From an optimization exercise on the open Yosys and OpenROAD flow, aimed at small area; shortcuts taken in it are not production practice.
The RTL was checked by simulation tests, not by an equivalence proof against the original design.
Power and IR drop assume default switching activity.

## timecore_clock
module timecore_clock (
    input  wire       clk,
    input  wire       rst,           
    input  wire [4:0] seed_hours,    
    input  wire [5:0] seed_minutes,
    input  wire [5:0] seed_seconds,
    input  wire       tick_en,
    input  wire       raw_ih,        
    input  wire       raw_dh,
    input  wire       raw_im,
    input  wire       raw_dm,
    input  wire [7:0] editing,
    input  wire [7:0] dp_in,
    output wire [2:0] sel_idx,
    output wire [7:0] sel_onehot,
    output wire [6:0] seg,
    output wire       dp,
    output wire [4:0] hours,
    output wire [5:0] minutes,
    output wire [5:0] seconds
);
    localparam [14:0] T_INV = 15'b010101010101010;
    reg  [14:0] tq_r;
    wire [14:0] tq    = tq_r ^ T_INV;
    wire        t_z14 = ~|tq[13:0];
    wire        tick  = tick_en & t_z14 & tq[14];
    wire        t_fb  = tq[14] ^ tq[13] ^ t_z14;
    wire        t_run = tick_en & ~rst;
    always @(posedge clk)
        tq_r <= ({tq[13:0], t_fb} & {15{t_run}}) ^ T_INV;
    localparam [4:0] L_INV = 5'b01010;
    reg  [4:0] lo_r;
    wire [4:0] lo    = lo_r ^ L_INV;
    wire       l_z4  = ~|lo[3:0];
    wire       scan  = l_z4 & lo[4];
  ...
Size: roughly 450 cells after synthesis, about 99 flip-flops, roughly 76 I/O pins.
export LEC_CHECK = 0
export ABC_AREA = 1
export CAP_MARGIN = 20
export CORE_MARGIN = 2
export CORE_UTILIZATION = 60
export PLACE_DENSITY = 0.75
export SLEW_MARGIN = 20
create_clock -name core_clock -period 10.0 [get_ports {clk}]
standard.sh (not shown) runs the stock make flow with config.mk's settings and CLKGATE_MAP_FILE= SYNTH_SCRIPT=/design/flow/synth_recipe.tcl, a recipe that flattens the netlist after the stock synthesis.
==> flow/flow/run.sh <==
#!/bin/bash
# Standard ORFS layout with: an area-oriented ABC script in synthesis,
# small (buf_1) port buffers, and no CTS dummy loads.
set -euo pipefail
W=$PWD
export FLOW_STD_SYNTH=$W/synth_recipe.tcl
export MY_ABC_SCRIPT=$W/flow/area.abc
export BUFFER_PORTS_ARGS="-buffer_cell sky130_fd_sc_hd__buf_1"
export CTS_ARGS="-sink_clustering_enable -repair_clock_nets -dont_use_dummy_load -buf_list \"sky130_fd_sc_hd__clkbuf_4 sky130_fd_sc_hd__clkbuf_8\" -sink_clustering_size 10 -sink_clustering_max_diameter 40"
sed "s#SYNTH_SCRIPT=[^ ]*#SYNTH_SCRIPT=$W/flow/synth.tcl#" standard.sh > standard_own.sh
bash standard_own.sh > make_finish.log 2>&1
==> flow/flow/area.abc <==
strash
&get -n
&deepsyn -T 60
&put
strash
&get -n
&dch -f
&nf -R 1000
&put
==> flow/flow/synth.tcl <==
# The standard synthesis, with ABC's mapping script replaced by
# flow/area.abc (an area-oriented script) and without the half/full adder
# extraction before it, so ABC maps all the logic. Registers, names,
# flattening and renaming are those of the standard synthesis.
unset -nocomplain ::env(ADDER_MAP_FILE)
proc abc {args} {
  set i [lsearch -exact $args -script]
  if {$i >= 0} {
    lset args [expr {$i + 1}] $::env(MY_ABC_SCRIPT)
  }
  yosys abc {*}$args
}
source $::env(FLOW_STD_SYNTH)
==> next run, changes <==
--- a/flow/flow/run.sh
+++ b/flow/flow/run.sh
@@ -8,3 +8,3 @@
 export BUFFER_PORTS_ARGS="-buffer_cell sky130_fd_sc_hd__buf_1"
-export CTS_ARGS="-sink_clustering_enable -repair_clock_nets -dont_use_dummy_load -buf_list \"sky130_fd_sc_hd__clkbuf_4 sky130_fd_sc_hd__clkbuf_8\" -sink_clustering_size 10 -sink_clustering_max_diameter 40"
+export CTS_ARGS="-sink_clustering_enable -repair_clock_nets -dont_use_dummy_load"
 sed "s#SYNTH_SCRIPT=[^ ]*#SYNTH_SCRIPT=$W/flow/synth.tcl#" standard.sh > standard_own.sh
--- a/flow/config.mk
+++ b/flow/config.mk
@@ -10,4 +10,4 @@
 export CORE_MARGIN = 2
-export CORE_UTILIZATION = 60
-export PLACE_DENSITY = 0.75
+export CORE_UTILIZATION = 40
+export PLACE_DENSITY = 0.6
 export SLEW_MARGIN = 20
Effect: The new run finished clean; register-to-register slack improved by 0.14 ns; synthesized cell count stays the same; final area came out higher slightly; hold slack got worse by 0.0080 ns; synthesized area is unchanged.
==> next run, changes <==
--- a/flow/flow/run.sh
+++ b/flow/flow/run.sh
@@ -8,3 +8,3 @@
 export BUFFER_PORTS_ARGS="-buffer_cell sky130_fd_sc_hd__buf_1"
-export CTS_ARGS="-sink_clustering_enable -repair_clock_nets -dont_use_dummy_load"
+export CTS_ARGS="-sink_clustering_enable -repair_clock_nets -dont_use_dummy_load -buf_list sky130_fd_sc_hd__clkbuf_8 -sink_clustering_size 25 -sink_clustering_max_diameter 100"
 sed "s#SYNTH_SCRIPT=[^ ]*#SYNTH_SCRIPT=$W/flow/synth.tcl#" standard.sh > standard_own.sh
--- a/flow/config.mk
+++ b/flow/config.mk
@@ -10,4 +10,4 @@
 export CORE_MARGIN = 2
-export CORE_UTILIZATION = 40
-export PLACE_DENSITY = 0.6
+export CORE_UTILIZATION = 60
+export PLACE_DENSITY = 0.75
 export SLEW_MARGIN = 20
=> Design area went down by 1.6%. Power went down by 0.41%. Setup slack gains 0.0091 ns. Core utilization went up by 23 points. Worst hold slack gains 0.0080 ns. Global-route usage went up by 7.2 points. Via count went up by 2.7%. Combinational power went up by about 1%.

========
Setup of before:
timecore_clock, a different RTL version from the one above (not shown whole).
Size: about 76 I/O pins.
clock: 10.0 ns
lec_check: 0
abc_area: 1
cap_margin: 20
core_margin: 2
core_utilization: 40
place_density: 0.6
slew_margin: 20
==> flow/flow/run.sh <==
#!/bin/bash
# Standard ORFS layout with: an area-oriented, multi-seed ABC mapping in
# synthesis (flow/synth.tcl), small (buf_1) port buffers, and no CTS dummy
# loads.
set -euo pipefail
W=$PWD
export FLOW_STD_SYNTH=$W/synth_recipe.tcl
export MY_ABC_SCRIPT=$W/flow/area.abc
export MY_ABC_SEEDS="1 2 3 4"
export MY_ABC_DIR=$W/abc_runs
mkdir -p "$MY_ABC_DIR"
export BUFFER_PORTS_ARGS="-buffer_cell sky130_fd_sc_hd__buf_1"
export CTS_ARGS="-sink_clustering_enable -repair_clock_nets -dont_use_dummy_load"
sed "s#SYNTH_SCRIPT=[^ ]*#SYNTH_SCRIPT=$W/flow/synth.tcl#" standard.sh > standard_own.sh
bash standard_own.sh > make_finish.log 2>&1
==> flow/flow/area.abc <==
strash
&get -n
&deepsyn -T 40 -S @SEED@
&put
strash
&get -n
&dch -f
&nf -R 1000
&put
==> flow/flow/synth.tcl <==
# The standard synthesis, with two changes to the combinational mapping:
#  * no half/full adder extraction before ABC, so ABC maps all the logic;
#  * ABC runs an area-oriented script (flow/area.abc: deep synthesis, then
#    area-recovering mapping) once per random seed in MY_ABC_SEEDS, and the
#    smallest mapped netlist is kept.
# Registers, names, flattening and renaming are those of the standard
# synthesis.
unset -nocomplain ::env(ADDER_MAP_FILE)
proc abc {args} {
  set i [lsearch -exact $args -script]
  set tpl [open $::env(MY_ABC_SCRIPT) r]
  set script [read $tpl]
  close $tpl
  set best -1
  yosys design -save my_pre_abc
  foreach seed $::env(MY_ABC_SEEDS) {
    yosys design -load my_pre_abc
    set f $::env(MY_ABC_DIR)/area_$seed.abc
    set o [open $f w]
    puts -nonewline $o [string map [list @SEED@ $seed] $script]
    close $o
    set a $args
    if {$i >= 0} { lset a [expr {$i + 1}] $f }
    yosys abc {*}$a
    yosys tee -q -o $::env(MY_ABC_DIR)/stat_$seed.txt stat -liberty [lindex $::env(LIB_FILES) 0]
    set s [open $::env(MY_ABC_DIR)/stat_$seed.txt r]
    set txt [read $s]
    close $s
    if {[regexp {Chip area for module '[^']*': ([0-9.]+)} $txt -> area]} {
      puts "MY_ABC seed $seed area $area"
      if {$best < 0 || $area < $best} {
        set best $area
        yosys design -save my_best_abc
      }
    }
  }
  puts "MY_ABC best area $best"
  yosys design -load my_best_abc
}
source $::env(FLOW_STD_SYNTH)
The inputs of after differ from those of before as listed below.
==> flow/flow/area.abc <==
strash
&get -n
&deepsyn -T 40 -S @SEED@
&put
strash
amap -m
--- a/flow/flow/synth.tcl
+++ b/flow/flow/synth.tcl
@@ -2,5 +2,5 @@
 #  * no half/full adder extraction before ABC, so ABC maps all the logic;
 #  * ABC runs an area-oriented script (flow/area.abc: deep synthesis, then
-#    area-recovering mapping) once per random seed in MY_ABC_SEEDS, and the
+#    area-only standard-cell mapping with amap) once per random seed in MY_ABC_SEEDS, and the
 #    smallest mapped netlist is kept.
 # Registers, names, flattening and renaming are those of the standard
==> run summary <==
Against before, areal power density over the cells in after rose by a few percent. The higher total power came out of after. Post-synthesis share of cell area spent on xor and xnor gates: after vs before down 2.1 points. Compared with before, in after data arrival time of the critical path picked up an extra 0.52 ns; detail-routed net length per standard cell lost 1.8%; die area decreased 2.0%; clock transition at the registers of the reported paths now sits at about the same level; worst hold-check slack about even. Combined buffer and inverter count along the critical path delta for after relative to before: 3 higher. before reports its capturing element of the worst setup path as seg[0] while after reports seg[1].

what the ideal ports hide:
In the flow no input, the clock included, has a driving cell. The finished layouts below were timed again as built, in two steps.
Step 1: set_driving_cell puts a clkbuf_16 on clk and a buf_2 on each other input, an assumption about the parent block.
Step 2 times the ports against the registers' clock, not the clock port: input delays grow and output delays shrink by t, the midpoint of the rising clock arrivals with the driver on.
Slacks: ideal ports / drivers / drivers and shift; pairs: ideal ports / drivers.
| run | shift t [ns] | setup WS [ns] | hold WS [ns] |
|---|---|---|---|
| the first run of note 1 | 0.379 | 3.143 / 3.112 / 3.490 | 0.354 / 0.354 / 0.354 |
| the second run of note 1 | 0.386 | 3.134 / 3.098 / 3.484 | 0.346 / 0.346 / 0.346 |
| the third run of note 1 | 0.379 | 3.143 / 3.112 / 3.490 | 0.354 / 0.354 / 0.354 |
| before | 0.375 | 4.299 / 4.267 / 4.519 | 0.346 / 0.346 / 0.346 |
| after | 0.381 | 3.780 / 3.750 / 4.131 | 0.347 / 0.347 / 0.347 |
After both steps every run listed still meets setup and hold.
